Background: an optimization exercise with open tools, aiming at small area, a short achievable clock period and few clock cycles per item. Do not read the settings as production practice. At most, simulation tests tie the RTL to the original design; equivalence was not proved.

// aes256_core
module aes256_core (
    input  wire         clk,
    input  wire         rst,
    input  wire         start,
    input  wire [1:0]   op,
    input  wire [255:0] key,
    input  wire [127:0] din,
    output reg          ready,
    output reg          done,
    output reg          err,
    output wire [127:0] dout
);
clock: 10.0 ns
lec_check: 0
cap_margin: 20
core_margin: 2
core_utilization: 40
cts_buf_list: sky130_fd_sc_hd__clkbuf_16
cts_cluster_diameter: 120
cts_cluster_size: 18
slew_margin: 20
standard.sh (not shown) runs the stock make flow with config.mk's settings and CLKGATE_MAP_FILE= SYNTH_SCRIPT=/design/flow/synth_recipe.tcl, a recipe that flattens the netlist after the stock synthesis.
==> flow/flow/run.sh <==
#!/bin/bash
# Own flow: the standard layout (standard.sh) with three changes:
#  - synthesis maps with an ABC script suited to XOR-heavy logic
#    (flow/abc.script) and skips the full/half adder extraction; registers,
#    flattening and renaming are the standard synthesis's;
#  - timing repair aims SETUP_SLACK_MARGIN ns below the clock period;
#  - ports are buffered with a plain buffer cell, and the delay cells are
#    not used as buffers.
set -euo pipefail
W=$(pwd)
MARGIN=6.5
SYN=$FLOW_HOME/scripts/synth.tcl
sed -e 's|^\(\s*\)\[env_var_exists_and_non_empty ADDER_MAP_FILE\] &&|\10 \&\& [env_var_exists_and_non_empty ADDER_MAP_FILE] \&\&|' \
    -e "s|^\(\s*\)log_cmd abc {\*}\$abc_args|\1log_cmd abc -script $W/flow/abc.script {*}[lrange \$abc_args 2 end]|" \
    "$SYN" > "$W/synth_own.tcl"
grep -q '0 && \[env_var_exists_and_non_empty ADDER_MAP_FILE\]' "$W/synth_own.tcl"
grep -q "log_cmd abc -script $W/flow/abc.script" "$W/synth_own.tcl"
sed "s|source \$::env(SCRIPTS_DIR)/synth.tcl|source $W/synth_own.tcl|" synth_recipe.tcl > "$W/synth_recipe_own.tcl"
grep -q "source $W/synth_own.tcl" "$W/synth_recipe_own.tcl"
sed -e "s|SYNTH_SCRIPT=[^ ]*|SYNTH_SCRIPT=$W/synth_recipe_own.tcl|" \
    -e "s|\"\${@:-finish}\"|SETUP_SLACK_MARGIN=$MARGIN \"\${@:-finish}\"|" standard.sh > "$W/standard_own.sh"
grep -q "SYNTH_SCRIPT=$W/synth_recipe_own.tcl" "$W/standard_own.sh"
grep -q "SETUP_SLACK_MARGIN=$MARGIN" "$W/standard_own.sh"
export BUFFER_PORTS_ARGS="-buffer_cell sky130_fd_sc_hd__buf_1"
DLY=""
for c in clkdlybuf4s15_1 clkdlybuf4s15_2 clkdlybuf4s18_1 clkdlybuf4s18_2 clkdlybuf4s25_1 \
         clkdlybuf4s25_2 clkdlybuf4s50_1 clkdlybuf4s50_2 dlygate4sd1_1 dlygate4sd2_1 \
         dlygate4sd3_1 dlymetal6s2s_1 dlymetal6s4s_1 dlymetal6s6s_1; do
  DLY="$DLY sky130_fd_sc_hd__$c"
done
export DONT_USE_CELLS="$DLY"
bash "$W/standard_own.sh" > "$W/flow_make.log" 2>&1
==> flow/flow/abc.script <==
strash
&get -n
&dch -x
&nf -R 1000
&put
buffer -c
topo
stime -c
upsize -c
dnsize -c
Change:
--- a/flow/design.v
+++ b/flow/design.v
@@ -386,42 +386,37 @@
     assign y[6] = t81;
     assign y[7] = t67;
 endmodule
 module aes_mixcol (
     input  wire [31:0] c,
     output wire [31:0] y
 );
-    wire [7:0] a0 = c[7:0];
-    wire [7:0] a1 = c[15:8];
-    wire [7:0] a2 = c[23:16];
-    wire [7:0] a3 = c[31:24];
-    wire [7:0] x0 = {a0[6:0], 1'b0} ^ (a0[7] ? 8'h1b : 8'h00);
-    wire [7:0] x1 = {a1[6:0], 1'b0} ^ (a1[7] ? 8'h1b : 8'h00);
-    wire [7:0] x2 = {a2[6:0], 1'b0} ^ (a2[7] ? 8'h1b : 8'h00);
-    wire [7:0] x3 = {a3[6:0], 1'b0} ^ (a3[7] ? 8'h1b : 8'h00);
-    assign y[7:0]   = x0 ^ (x1 ^ a1) ^ a2 ^ a3;
-    assign y[15:8]  = a0 ^ x1 ^ (x2 ^ a2) ^ a3;
-    assign y[23:16] = a0 ^ a1 ^ x2 ^ (x3 ^ a3);
-    assign y[31:24] = (x0 ^ a0) ^ a1 ^ a2 ^ x3;
+    function [7:0] x2;   
+        input [7:0] a;
+        x2 = {a[6:0], 1'b0} ^ (a[7] ? 8'h1b : 8'h00);
+    endfunction
+    wire [7:0] a0 = c[7:0], a1 = c[15:8], a2 = c[23:16], a3 = c[31:24];
+    wire [7:0] t = a0 ^ a1 ^ a2 ^ a3;
+    assign y[7:0]   = a0 ^ t ^ x2(a0 ^ a1);
+    assign y[15:8]  = a1 ^ t ^ x2(a1 ^ a2);
+    assign y[23:16] = a2 ^ t ^ x2(a2 ^ a3);
+    assign y[31:24] = a3 ^ t ^ x2(a3 ^ a0);
 endmodule
-module aes_inv_mixcol_pre (
+module aes_inv_mixcol_delta (
     input  wire [31:0] c,
     output wire [31:0] y
 );
-    function [7:0] x4;   
+    function [7:0] x2;   
         input [7:0] a;
-        reg   [7:0] t;
-        begin
-            t  = {a[6:0], 1'b0} ^ (a[7] ? 8'h1b : 8'h00);
-            x4 = {t[6:0], 1'b0} ^ (t[7] ? 8'h1b : 8'h00);
-        end
+        x2 = {a[6:0], 1'b0} ^ (a[7] ? 8'h1b : 8'h00);
     endfunction
-    wire [7:0] u = x4(c[7:0]  ^ c[23:16]);
-    wire [7:0] v = x4(c[15:8] ^ c[31:24]);
-    assign y = {c[31:24] ^ v, c[23:16] ^ u, c[15:8] ^ v, c[7:0] ^ u};
+    wire [7:0] u = x2(x2(c[7:0]  ^ c[23:16]));
+    wire [7:0] v = x2(x2(c[15:8] ^ c[31:24]));
+    wire [7:0] t = x2(u ^ v);
+    assign y = {t ^ v, t ^ u, t ^ v, t ^ u};
 endmodule
 module aes256_core (
     input  wire         clk,
     input  wire         rst,
     input  wire         start,
     input  wire [1:0]   op,
     input  wire [255:0] key,
@@ -497,28 +492,28 @@
     wire [31:0] n2 = p2 ^ te;
     wire [31:0] n3 = p3 ^ te;
     wire [255:0] nk = {n3, n2, n1, n0, k2[255:128]};
     wire [127:0] rk = k3[127:0];    
     wire [127:0] ns;
     generate
         for (gi = 0; gi < 4; gi = gi + 1) begin : g_mc
-            wire [31:0] pre, mc;
-            aes_inv_mixcol_pre u_pre (.c(u3[32*gi+31:32*gi]), .y(pre));
-            aes_mixcol u_mc (.c(d3 ? pre : u3[32*gi+31:32*gi]), .y(mc));
-            assign ns[32*gi+31:32*gi] = mc ^ (d3 ? 32'h0 : rk[32*gi+31:32*gi]);
+            wire [31:0] dl, mc;
+            aes_inv_mixcol_delta u_dl (.c(u3[32*gi+31:32*gi]), .y(dl));
+            aes_mixcol u_mc (.c(u3[32*gi+31:32*gi]), .y(mc));
+            assign ns[32*gi+31:32*gi] = mc ^ (d3 ? dl : rk[32*gi+31:32*gi]);
         end
     endgenerate
     assign dout = u3;
     wire acc     = start && ready;
     wire blk     = acc && (op != 2'b00);
     wire launch  = blk && kv;
     wire wlaunch = wpend && free3;
     wire ldec    = op[1] && !wpend;
-    wire [127:0] s_new = (ldec ? sig(din) : din) ^ (ldec ? ke[255:128] : ks[127:0]);
-    wire [255:0] k_new = ldec ? {ke[127:0], sig(ke[255:128])} : ks;
+    wire [127:0] s_new = ldec ? sig(din ^ ke[255:128]) : (din ^ ks[127:0]);
+    wire [255:0] k_new = ldec ? {ke[127:0], ke[255:128]} : ks;
     wire wpend_n = wlaunch ? 1'b0 : (acc && op == 2'b00) ? 1'b1 : wpend;
     wire wact_n  = (v2 && z2 && x2) ? 1'b0 : wlaunch ? 1'b1 : wact;
     always @(posedge clk) begin
         v2 <= v1; d2 <= d1; x2 <= x1; c2 <= c1; z2 <= (c1 == 4'd13);
         m2 <= ma; q2 <= qa; k2 <= k1;
         v3 <= v2; d3 <= d2; x3 <= x2; c3 <= c2;
         free3 <= !v2 || (c2 == 4'd13);
@@ -550,15 +545,15 @@
         if (blk && !kv) begin
             done <= 1'b1;
             err  <= 1'b1;
         end
         if (v2 && z2)
             done <= 1'b1;
         if (fin2)
-            ke <= {sig(k2[255:128]), k2[127:0]};
+            ke <= k2;
         if (rst) begin
             v1 <= 1'b0; v2 <= 1'b0; v3 <= 1'b0;
             free3 <= 1'b1; fin2 <= 1'b0;
             kv <= 1'b0; wpend <= 1'b0; wact <= 1'b0;
             done <= 1'b0;
             ready <= 1'b1;
         end
After rerunning:
- wire length decreases by 3.1%
- worst hold slack improved by 6.2 ps
- setup slack is worse by 120 ps
- final cell count drops by 1.2%
No functional check of the RTL was part of any run of this note.

job 9238:
Another version of the RTL of aes256_core (not shown whole).
Size: ~9100 cells after synthesis, roughly 520 I/O pins, ~89000 um2 of cells after synthesis.
==> module aes_mixcol, before the edit <==
module aes_mixcol (
    input  wire [31:0] c,
    output wire [31:0] y
);
    function [7:0] x2;   
        input [7:0] a;
        x2 = {a[6:0], 1'b0} ^ (a[7] ? 8'h1b : 8'h00);
    endfunction
    wire [7:0] a0 = c[7:0], a1 = c[15:8], a2 = c[23:16], a3 = c[31:24];
    wire [7:0] t = a0 ^ a1 ^ a2 ^ a3;
    assign y[7:0]   = a0 ^ t ^ x2(a0 ^ a1);
    assign y[15:8]  = a1 ^ t ^ x2(a1 ^ a2);
    assign y[23:16] = a2 ^ t ^ x2(a2 ^ a3);
    assign y[31:24] = a3 ^ t ^ x2(a3 ^ a0);
endmodule
==> module aes256_core, before the edit <==
module aes256_core (
    input  wire         clk,
    input  wire         rst,
    input  wire         start,
    input  wire [1:0]   op,
    input  wire [255:0] key,
    input  wire [127:0] din,
    output reg          ready,
    output reg          done,
    output reg          err,
    output wire [127:0] dout
);
    function [127:0] sig;
        input [127:0] a;
        sig = {a[63:32], a[95:64], a[127:96], a[31:0]};
    endfunction
    reg [255:0] ks;          
    reg [255:0] ke;          
    reg         kv;          
    reg         wpend;       
    reg         wact;        
    reg         v1, d1, x1;  
    reg [3:0]   c1;          
    reg [127:0] s1;          
    reg [255:0] k1;          
    reg         v2, d2, x2;
    reg         z2;          
    reg [3:0]   c2;
    reg [191:0] m2;          
    reg [47:0]  q2;          
    reg [255:0] k2;
    reg         v3, d3, x3;
    reg [3:0]   c3;
    reg [127:0] u3;          
    reg [255:0] k3;          
    wire last3 = (c3 == 4'd13);
    reg  free3;                     
    reg  fin2;                      
    genvar gi;
    wire [127:0] sr;
    wire [191:0] ma;
    wire [47:0]  qa;
    generate
        for (gi = 0; gi < 16; gi = gi + 1) begin : g_a
            assign sr[8*gi+7:8*gi] =
                s1[8*((gi % 4) + 4*(((gi / 4) + (gi % 4)) % 4)) +: 8];
            aes_sbox_a u_sa (.x(sr[8*gi+7:8*gi]), .dec(d1), .m(ma[12*gi+11:12*gi]));
        end
        for (gi = 0; gi < 4; gi = gi + 1) begin : g_ka
            aes_sboxf_a u_ka (.x(k1[224+8*gi+7:224+8*gi]), .m(qa[12*gi+11:12*gi]));
        end
    endgenerate
    wire [127:0] b;
    wire [31:0]  sw;
    generate
        for (gi = 0; gi < 16; gi = gi + 1) begin : g_b
            aes_sbox_b u_sb (.m(m2[12*gi+11:12*gi]), .dec(d2), .y(b[8*gi+7:8*gi]));
        end
        for (gi = 0; gi < 4; gi = gi + 1) begin : g_kb
            aes_sboxf_b u_kb (.m(q2[12*gi+11:12*gi]), .y(sw[8*gi+7:8*gi]));
        end
    endgenerate
    wire [127:0] rkb = k2[255:128];
    wire [127:0] bb  = (z2 && d2) ? sig(b) : b;
    wire [127:0] kb  = z2 ? rkb : d2 ? sig(rkb) : 128'h0;
    wire [127:0] ub  = bb ^ kb;
    wire [7:0]  rcon = d2 ? (8'h40 >> c2[3:1]) : (8'h01 << c2[3:1]);
    wire [31:0] t    = c2[0] ? sw : ({sw[7:0], sw[31:8]} ^ {24'h0, rcon});
    wire [31:0] l0 = k2[31:0], l1 = k2[63:32], l2 = k2[95:64], l3 = k2[127:96];
    wire [31:0] p1 = l1 ^ l0;
    wire [31:0] p2 = d2 ? (l2 ^ l1) : (l2 ^ l1 ^ l0);
    wire [31:0] p3 = d2 ? (l3 ^ l2) : (l3 ^ l2 ^ l1 ^ l0);
    wire [31:0] te = d2 ? 32'h0 : t;
    wire [31:0] n0 = l0 ^ t;
    wire [31:0] n1 = p1 ^ te;
    wire [31:0] n2 = p2 ^ te;
    wire [31:0] n3 = p3 ^ te;
    wire [255:0] nk = {n3, n2, n1, n0, k2[255:128]};
    wire [127:0] rk = k3[127:0];    
    wire [127:0] ns;
    generate
        for (gi = 0; gi < 4; gi = gi + 1) begin : g_mc
            wire [31:0] pre, mc;
            aes_inv_mixcol_pre u_pre (.c(u3[32*gi+31:32*gi]), .y(pre));
            aes_mixcol u_mc (.c(d3 ? pre : u3[32*gi+31:32*gi]), .y(mc));
            assign ns[32*gi+31:32*gi] = mc ^ (d3 ? 32'h0 : rk[32*gi+31:32*gi]);
        end
    endgenerate
    assign dout = u3;
    wire acc     = start && ready;
    wire blk     = acc && (op != 2'b00);
    wire launch  = blk && kv;
    wire wlaunch = wpend && free3;
    wire ldec    = op[1] && !wpend;
    wire [127:0] s_new = ldec ? sig(din ^ ke[255:128]) : (din ^ ks[127:0]);
    wire [255:0] k_new = ldec ? {ke[127:0], ke[255:128]} : ks;
    wire wpend_n = wlaunch ? 1'b0 : (acc && op == 2'b00) ? 1'b1 : wpend;
    wire wact_n  = (v2 && z2 && x2) ? 1'b0 : wlaunch ? 1'b1 : wact;
    always @(posedge clk) begin
        v2 <= v1; d2 <= d1; x2 <= x1; c2 <= c1; z2 <= (c1 == 4'd13);
        m2 <= ma; q2 <= qa; k2 <= k1;
        v3 <= v2; d3 <= d2; x3 <= x2; c3 <= c2;
        free3 <= !v2 || (c2 == 4'd13);
        fin2  <= v1 && (c1 == 4'd13) && x1;
        u3 <= ub; k3 <= nk;
        done <= 1'b0;
        err  <= 1'b0;
        if (free3) begin
            s1 <= s_new;
            k1 <= k_new;
        end else begin
            s1 <= ns;
            k1 <= k3;
        end
        if (launch) begin
            v1 <= 1'b1; d1 <= op[1]; x1 <= 1'b0; c1 <= 4'd0;
        end else if (wlaunch) begin
            v1 <= 1'b1; d1 <= 1'b0; x1 <= 1'b1; c1 <= 4'd0;
        end else begin
            v1 <= v3 && !last3; d1 <= d3; x1 <= x3; c1 <= c3 + 4'd1;
        end
        ready <= !wpend_n && !wact_n && (!v2 || c2 == 4'd13);
        if (acc && op == 2'b00) begin
            ks <= key;
            kv <= 1'b1;
        end
        wpend <= wpend_n;
        wact  <= wact_n;
        if (blk && !kv) begin
            done <= 1'b1;
            err  <= 1'b1;
        end
        if (v2 && z2)
            done <= 1'b1;
        if (fin2)
            ke <= k2;
        if (rst) begin
            v1 <= 1'b0; v2 <= 1'b0; v3 <= 1'b0;
            free3 <= 1'b1; fin2 <= 1'b0;
            kv <= 1'b0; wpend <= 1'b0; wact <= 1'b0;
            done <= 1'b0;
            ready <= 1'b1;
        end
    end
endmodule
Settings: LEC_CHECK=0, CAP_MARGIN=20, CORE_MARGIN=2, CORE_UTILIZATION=40, CTS_BUF_LIST=sky130_fd_sc_hd__clkbuf_16, CTS_CLUSTER_DIAMETER=60, CTS_CLUSTER_SIZE=25, SLEW_MARGIN=20; clock period 10.0 ns.
Scripts as last shown in full above: flow/flow/run.sh, flow/flow/abc.script
#### Input delta (job 6212 over job 9238)
--- a/flow/design.v
+++ b/flow/design.v
@@ -388,20 +388,22 @@
 endmodule
 module aes_mixcol (
     input  wire [31:0] c,
     output wire [31:0] y
 );
-    function [7:0] x2;   
-        input [7:0] a;
-        x2 = {a[6:0], 1'b0} ^ (a[7] ? 8'h1b : 8'h00);
-    endfunction
-    wire [7:0] a0 = c[7:0], a1 = c[15:8], a2 = c[23:16], a3 = c[31:24];
-    wire [7:0] t = a0 ^ a1 ^ a2 ^ a3;
-    assign y[7:0]   = a0 ^ t ^ x2(a0 ^ a1);
-    assign y[15:8]  = a1 ^ t ^ x2(a1 ^ a2);
-    assign y[23:16] = a2 ^ t ^ x2(a2 ^ a3);
-    assign y[31:24] = a3 ^ t ^ x2(a3 ^ a0);
+    wire [7:0] a0 = c[7:0];
+    wire [7:0] a1 = c[15:8];
+    wire [7:0] a2 = c[23:16];
+    wire [7:0] a3 = c[31:24];
+    wire [7:0] x0 = {a0[6:0], 1'b0} ^ (a0[7] ? 8'h1b : 8'h00);
+    wire [7:0] x1 = {a1[6:0], 1'b0} ^ (a1[7] ? 8'h1b : 8'h00);
+    wire [7:0] x2 = {a2[6:0], 1'b0} ^ (a2[7] ? 8'h1b : 8'h00);
+    wire [7:0] x3 = {a3[6:0], 1'b0} ^ (a3[7] ? 8'h1b : 8'h00);
+    assign y[7:0]   = x0 ^ (x1 ^ a1) ^ a2 ^ a3;
+    assign y[15:8]  = a0 ^ x1 ^ (x2 ^ a2) ^ a3;
+    assign y[23:16] = a0 ^ a1 ^ x2 ^ (x3 ^ a3);
+    assign y[31:24] = (x0 ^ a0) ^ a1 ^ a2 ^ x3;
 endmodule
 module aes_inv_mixcol_pre (
     input  wire [31:0] c,
     output wire [31:0] y
 );
@@ -425,11 +427,11 @@
     input  wire [255:0] key,
     input  wire [127:0] din,
     output reg          ready,
     output reg          done,
     output reg          err,
-    output wire [127:0] dout
+    output reg  [127:0] dout
 );
     function [127:0] sig;
         input [127:0] a;
         sig = {a[63:32], a[95:64], a[127:96], a[31:0]};
     endfunction
@@ -441,11 +443,10 @@
     reg         v1, d1, x1;  
     reg [3:0]   c1;          
     reg [127:0] s1;          
     reg [255:0] k1;          
     reg         v2, d2, x2;
-    reg         z2;          
     reg [3:0]   c2;
     reg [191:0] m2;          
     reg [47:0]  q2;          
     reg [255:0] k2;
     reg         v3, d3, x3;
@@ -477,14 +478,11 @@
         end
         for (gi = 0; gi < 4; gi = gi + 1) begin : g_kb
             aes_sboxf_b u_kb (.m(q2[12*gi+11:12*gi]), .y(sw[8*gi+7:8*gi]));
         end
     endgenerate
-    wire [127:0] rkb = k2[255:128];
-    wire [127:0] bb  = (z2 && d2) ? sig(b) : b;
-    wire [127:0] kb  = z2 ? rkb : d2 ? sig(rkb) : 128'h0;
-    wire [127:0] ub  = bb ^ kb;
+    wire [127:0] ub = d2 ? (b ^ sig(k2[255:128])) : b;
     wire [7:0]  rcon = d2 ? (8'h40 >> c2[3:1]) : (8'h01 << c2[3:1]);
     wire [31:0] t    = c2[0] ? sw : ({sw[7:0], sw[31:8]} ^ {24'h0, rcon});
     wire [31:0] l0 = k2[31:0], l1 = k2[63:32], l2 = k2[95:64], l3 = k2[127:96];
     wire [31:0] p1 = l1 ^ l0;
     wire [31:0] p2 = d2 ? (l2 ^ l1) : (l2 ^ l1 ^ l0);
@@ -503,27 +501,28 @@
             aes_inv_mixcol_pre u_pre (.c(u3[32*gi+31:32*gi]), .y(pre));
             aes_mixcol u_mc (.c(d3 ? pre : u3[32*gi+31:32*gi]), .y(mc));
             assign ns[32*gi+31:32*gi] = mc ^ (d3 ? 32'h0 : rk[32*gi+31:32*gi]);
         end
     endgenerate
-    assign dout = u3;
+    wire [127:0] res = d3 ? sig(u3) : (u3 ^ rk);
     wire acc     = start && ready;
     wire blk     = acc && (op != 2'b00);
     wire launch  = blk && kv;
     wire wlaunch = wpend && free3;
     wire ldec    = op[1] && !wpend;
     wire [127:0] s_new = ldec ? sig(din ^ ke[255:128]) : (din ^ ks[127:0]);
     wire [255:0] k_new = ldec ? {ke[127:0], ke[255:128]} : ks;
     wire wpend_n = wlaunch ? 1'b0 : (acc && op == 2'b00) ? 1'b1 : wpend;
-    wire wact_n  = (v2 && z2 && x2) ? 1'b0 : wlaunch ? 1'b1 : wact;
+    wire wact_n  = (v3 && last3 && x3) ? 1'b0 : wlaunch ? 1'b1 : wact;
     always @(posedge clk) begin
-        v2 <= v1; d2 <= d1; x2 <= x1; c2 <= c1; z2 <= (c1 == 4'd13);
+        v2 <= v1; d2 <= d1; x2 <= x1; c2 <= c1;
         m2 <= ma; q2 <= qa; k2 <= k1;
         v3 <= v2; d3 <= d2; x3 <= x2; c3 <= c2;
         free3 <= !v2 || (c2 == 4'd13);
         fin2  <= v1 && (c1 == 4'd13) && x1;
         u3 <= ub; k3 <= nk;
+        dout <= res;
         done <= 1'b0;
         err  <= 1'b0;
         if (free3) begin
             s1 <= s_new;
             k1 <= k_new;
@@ -547,11 +546,11 @@
         wact  <= wact_n;
         if (blk && !kv) begin
             done <= 1'b1;
             err  <= 1'b1;
         end
-        if (v2 && z2)
+        if (v3 && last3)
             done <= 1'b1;
         if (fin2)
             ke <= k2;
         if (rst) begin
             v1 <= 1'b0; v2 <= 1'b0; v3 <= 1'b0;
Notes after the runs:
- In job 6212, the post-cts gate resize count came out about 70% below the value in job 9238.
- Largest buffer count on any clock path came out exactly the same in job 6212 and job 9238.
- Diff job 9238 -> job 6212: initial core utilization shows a reduction of 0.19 points.
- Comparing job 6212 and job 9238, synthesized area is lower on job 9238.
- Job 6212 vs. job 9238: worst setup slack rose 23 ps, relative area of clock buffers and inverters in the final design about even.
- The run showing the smaller critical path depth is job 6212.
- Taking job 9238 as the reference point, the first-pass GRT wire length of job 6212 rises by 5.0%.
- Largest net degree at the start of global routing of job 6212 falls short of that of job 9238 by more than 10%.
Testbench counts of job 6212, summed over its fixed seeds: cycles 12,192, blocks 768.
The RTL of job 9238 was laid out without a check of its function.

[re-timing with driven ports]
The results above use ideal ports. As a check the final layouts listed here were re-extracted and re-timed, cells and wires unchanged.
Step 1: set_driving_cell puts a clkbuf_16 on clk and a buf_2 on each other input, an assumption about the parent block.
Step 2, shift: input delay + t, output delay - t, t = (earliest + latest rising clock arrival at the registers) / 2. This alone moves slack from input paths to output paths.
a / b / c = no drivers / after step 1 / after step 2; a / b = the first two.
run	t (ns)	slack for setup (ns)	clock arrival spread, ns	slew at the worst register clock pin (ns)
the first run of note 1	0.900	6.525 / 6.446 / 5.766	0.081 / 0.081	0.10 / 0.10
the second run of note 1	0.887	6.401 / 6.401 / 5.761	0.049 / 0.049	0.10 / 0.10
job 9238	0.917	6.499 / 6.438 / 5.669	0.062 / 0.062	0.10 / 0.10
job 6212	0.927	6.522 / 6.473 / 5.736	0.059 / 0.058	0.10 / 0.10
After both steps every run listed still meets setup and hold. For job 9238, which loses most, drivers alone change the setup slack by -0.061 ns; drivers and shift together by -0.830 ns.
